Source: an optimization exercise on an open RTL-to-GDS flow (aim: small area, a short achievable clock period and few clock cycles per item). Production flows keep margins and buffers that such runs may drop.
Power is estimated from default activity; no workload was simulated.

## comlynx_arbiter
module comlynx_arbiter (
    input  wire        clk,
    input  wire        rst,         
    input  wire        cmd_valid,
    output reg         cmd_ready,
    input  wire [31:0] cmd_data,
    input  wire        cmd_last,
    output reg         rsp_valid,
    input  wire        rsp_ready,
    output wire [15:0] rsp_data
);
    localparam NN  = 24;
    localparam [4:0] C_NONE    = 5'd0,
                     C_CONF    = 5'd1,
                     C_CONFM   = 5'd2,
                     C_SETIE   = 5'd3,
                     C_SEND    = 5'd4,
                     C_RECV    = 5'd5,
                     C_BRK     = 5'd6,
                     C_RXRDY   = 5'd7,
                     C_TXRDY   = 5'd8,
                     C_TXEMPTY = 5'd9,
                     C_RXBRK   = 5'd10,
                     C_IRQ     = 5'd11,
                     C_SERCTL  = 5'd12,
                     C_HFRM    = 5'd13,
                     C_HOVR    = 5'd14,
                     C_HPAR    = 5'd15,
                     C_HANY    = 5'd16,
                     C_RSTERR  = 5'd17,
                     C_PE      = 5'd18,
                     C_PO      = 5'd19,
                     C_P       = 5'd20,
                     C_CHK     = 5'd21;
    integer i;
    reg          cfg_configured, cfg_enabled, cfg_even;
    reg [2:0]    fault;
    reg [NN-1:0] n_ovr, n_par, n_brk, n_rxie, n_txie;
    reg [5:0]    rp [0:NN-1];           
    reg [5:0]    head, tail;
    reg [4:0]    b_snd [0:31];
    reg [7:0]    b_pay [0:31];
  ...
==> flow/config.mk <==
export PLATFORM = sky130hd
export DESIGN_NAME = comlynx_arbiter
export DESIGN_NICKNAME = comlynx_arbiter
export VERILOG_FILES = /design/flow/design.v
export SDC_FILE = /design/flow/constraint.sdc
export NUM_CORES = 4
export LEC_CHECK = 0
export CAP_MARGIN = 20
export CORE_MARGIN = 2
export CORE_UTILIZATION = 40
export CTS_BUF_LIST = sky130_fd_sc_hd__clkbuf_8
export SLEW_MARGIN = 20
==> flow/constraint.sdc <==
create_clock -name core_clock -period 10.0 [get_ports {clk}]
set_input_delay 2.0000 -clock core_clock [delete_from_list [all_inputs] [get_ports {clk}]]
set_output_delay 2.0000 -clock core_clock [all_outputs]
set_load 0.01 [all_outputs]
standard.sh (not shown) runs the stock make flow with config.mk's settings and CLKGATE_MAP_FILE= SYNTH_SCRIPT=/design/flow/synth_recipe.tcl, a recipe that flattens the netlist after the stock synthesis.
==> flow/flow/run.sh <==
#!/bin/bash
set -euo pipefail
bash standard.sh SETUP_SLACK_MARGIN=6.5 finish > flow_make.log 2>&1
The baseline finished with timing, DRC and antenna clean.
==> next run, changes <==
--- a/flow/design.v
+++ b/flow/design.v
@@ -43,17 +43,14 @@
     reg [31:0]   b_xp;                  
     reg [31:0]   b_pp;                  
     reg        in_tr;         
     reg        a_v, a_first, a_last;
     reg [4:0]  a_c;           
     reg        a_hd;          
     reg [2:0]  a_sf;          
-    reg        a_ok;          
-    reg        a_ncfg;        
-    reg        a_send, a_recv;
     reg [4:0]  a_k;           
     reg [5:0]  a_p;           
     reg [4:0]  a_ks;          
     reg [5:0]  a_ps;          
     reg [8:0]  a_d;
     reg        a_dp;          
     wire       fire = cmd_valid & cmd_ready;
@@ -129,28 +126,27 @@
     reg [NN-1:0] at_head;
     always @(*)
         for (i = 0; i < NN; i = i + 1)
             at_head[i] = (rp[i] == head);
     wire [NN-1:0] kdec   = {{(NN-1){1'b0}}, 1'b1} << k;
     wire          ev_bg  = (head != tail) & ~|at_head;
     wire          only_k = ~|(at_head & ~kdec);       
-    wire c_send  = a_send;
-    wire c_recv  = a_recv;
-    wire needcfg = a_ncfg;
+    wire c_send  = a_c == C_SEND;
+    wire c_recv  = a_c == C_RECV;
+    wire needcfg = (a_c >= C_SETIE) & (a_c <= C_RSTERR);
     reg  evp;
     reg  [1:0] qn;                      
     wire stall = fx | (a_v & a_first & a_hd & evp) | (a_v & a_last & qn[1]);
     wire go    = a_v & ~stall;           
     wire first = go & a_first;
-    wire [2:0] nf = ~a_ok                         ? a_sf :
+    wire [2:0] nf = (a_sf != 3'd0)                ? a_sf :
                     (needcfg & ~cfg_configured)   ? 3'd4 :
                     (c_recv & ~has_next)          ? 3'd6 : 3'd0;
-    wire nf_any = ~a_ok | (needcfg & ~cfg_configured) | (c_recv & ~has_next);
-    reg  held;                           
-    wire exec  = first & ~held & ~nf_any;
+    wire held  = (fault != 3'd0);
+    wire exec  = first & ~held & (nf == 3'd0);
     wire ovr_k  = n_ovr[k];
     wire par_k  = n_par[k];
     wire brk_k  = n_brk[k];
     wire rxie_k = n_rxie[k];
     wire txie_k = n_txie[k];
     reg [8:0] val;
     always @(*) begin
@@ -175,15 +171,15 @@
             default:   val = 9'd0;
         endcase
     end
     reg          chk;
     reg [7:0]    acc;
     reg          rsn;
     wire [2:0]  fcode    = held ? fault : nf;
-    wire        f_any    = a_first ? (held | nf_any) : held;
+    wire        f_any    = a_first ? (held | (nf != 3'd0)) : held;
     wire [7:0]  acc_sub  = acc - a_d[7:0];
     wire [8:0]  val_last = a_first ? val : {rsn, chk ? acc_sub : acc};
     wire [12:0] rsp_new  = f_any ? {1'b1, (a_first ? fcode : fault), 9'd0} : {4'd0, val_last};
     wire        push     = go & a_last;
     always @(posedge clk) begin
         if (rst) begin
             chk <= 1'b0;
@@ -212,31 +208,28 @@
     wire fx_n    = step & own_next;
     always @(posedge clk) begin
         if (rst) begin
             cfg_configured <= 1'b0;
             cfg_enabled    <= 1'b0;
             cfg_even       <= 1'b0;
             fault          <= 3'd0;
-            held           <= 1'b0;
             n_ovr  <= {NN{1'b0}};
             n_par  <= {NN{1'b0}};
             n_brk  <= {NN{1'b0}};
             n_rxie <= {NN{1'b0}};
             n_txie <= {NN{1'b0}};
             head   <= 6'd0;
             tail   <= 6'd0;
             fx     <= 1'b0;
             evp    <= 1'b0;
             for (i = 0; i < NN; i = i + 1)
                 rp[i] <= 6'd0;
         end else begin
-            if (first & ~held & nf_any) begin
+            if (first & ~held & (nf != 3'd0))
                 fault <= nf;
-                held  <= 1'b1;
-            end
             if (ev_bg | ev1)
                 head <= head + 6'd1;
             if (do_send)
                 tail <= tail + 6'd1;
             fx  <= fx_n;
             evp <= ev_bg | ev1;
             for (i = 0; i < NN; i = i + 1)
@@ -278,64 +271,43 @@
         if (b_we) begin
             b_snd[t5]  <= a_k;
             b_pay[t5]  <= a_d[7:0];
             b_xp[t5]   <= new_xp;
             b_pp[t5]   <= a_dp;
         end
     end
-    reg [5:0] rp_g [0:5];
-    reg [5:0] rp_node;
-    always @(*) begin
-        for (i = 0; i < 6; i = i + 1)
-            rp_g[i] = rp[4 * i + node[1:0]];
-        rp_node = rp_g[0];
-        case (node[4:2])
-            3'd1: rp_node = rp_g[1];
-            3'd2: rp_node = rp_g[2];
-            3'd3: rp_node = rp_g[3];
-            3'd4: rp_node = rp_g[4];
-            3'd5: rp_node = rp_g[5];
-            default: rp_node = rp_g[0];
-        endcase
-    end
-    wire       in_raw  = ~(rp_we & (node == k));   
-    wire [5:0] a_p_alt = fx_n ? p1 :
-                         fx   ? ((a_ks == k) ? p1 : a_ps) :
-                         fire ? rp_wv : a_p;
     always @(posedge clk) begin
         if (rst) begin
             in_tr <= 1'b0;
             a_v   <= 1'b0;
         end else begin
             if (fire)
                 in_tr <= ~cmd_last;
             if (~stall)
                 a_v <= fire;
         end
         if (fire) begin
             a_ks    <= node;
-            a_ps    <= in_raw ? rp_node : rp_wv;
+            a_ps    <= (rp_we & (node == k)) ? rp_wv : rp[node];
         end
-        a_p <= (fire & ~fx_n & in_raw) ? rp_node : a_p_alt;
         if (fx_n) begin
+            a_p     <= p1;
         end else if (fx) begin
             a_k     <= a_ks;
+            a_p     <= (a_ks == k) ? p1 : a_ps;
         end else if (fire) begin
             a_k     <= node;
+            a_p     <= (rp_we & (node == k)) ? rp_wv : rp[node];
         end
         if (fire) begin
             a_first <= ~in_tr;
             a_last  <= cmd_last;
             a_c     <= dc;
             a_hd    <= in_hd;
             a_sf    <= sf;
-            a_ok    <= (sf == 3'd0);
-            a_ncfg  <= (dc >= C_SETIE) & (dc <= C_RSTERR);
-            a_send  <= (dc == C_SEND);
-            a_recv  <= (dc == C_RECV);
             a_d     <= cmd_data[8:0];
             a_dp    <= ^cmd_data[7:0];
         end
     end
     reg [12:0] q0, q1;
     wire pop = rsp_valid & rsp_ready;
     wire [1:0] qpos = qn - {1'b0, pop};     
What happened: The changed run completed without violations. Synthesized cell count goes up by 1.4%. Combinational power goes down by about 7%. Flip-flop and latch count goes down by 5. First-iteration DRC count goes up by 11%. Area after synthesis goes down by 0.39%. Die area goes down by 0.39%. Power is about the same. Register-to-register slack loses 0.18 ns. Final area goes up by 3.0%. Clock-buffer cell count goes up by 5. Worst setup slack loses 0.29 ns. Maximum frequency goes down by 7.8%.
No run of this note included a check of the RTL's function; only the layout flow was run.

==> afterwards: timing with drivers on the ports <==
Ports are ideal in the flow. The routed layouts listed here were re-timed in OpenROAD. Step 1 sets driving cells, clkbuf_16 on the clock port and buf_2 on the other inputs (assumed; they add their load-dependent delay and slew). Step 2 moves the port delays by t, midway between the first and last clock arrival at a register: inputs arrive t later, outputs are due t later. That takes back most of the time a late clock gives input paths. Slacks: ideal ports / drivers / drivers and shift; pairs: ideal ports / drivers.
run | t, ns | setup slack, ns | worst slew at a driven data input, ns
the first run | 0.902 | 6.533 / 6.512 / 5.678 | 0.09
the second run | 0.898 | 6.240 / 6.239 / 5.341 | 0.08
After both steps every run listed still meets setup and hold. The setup slack of the second run, which loses most, moves by -0.001 ns with the drivers and by -0.899 ns with both steps.
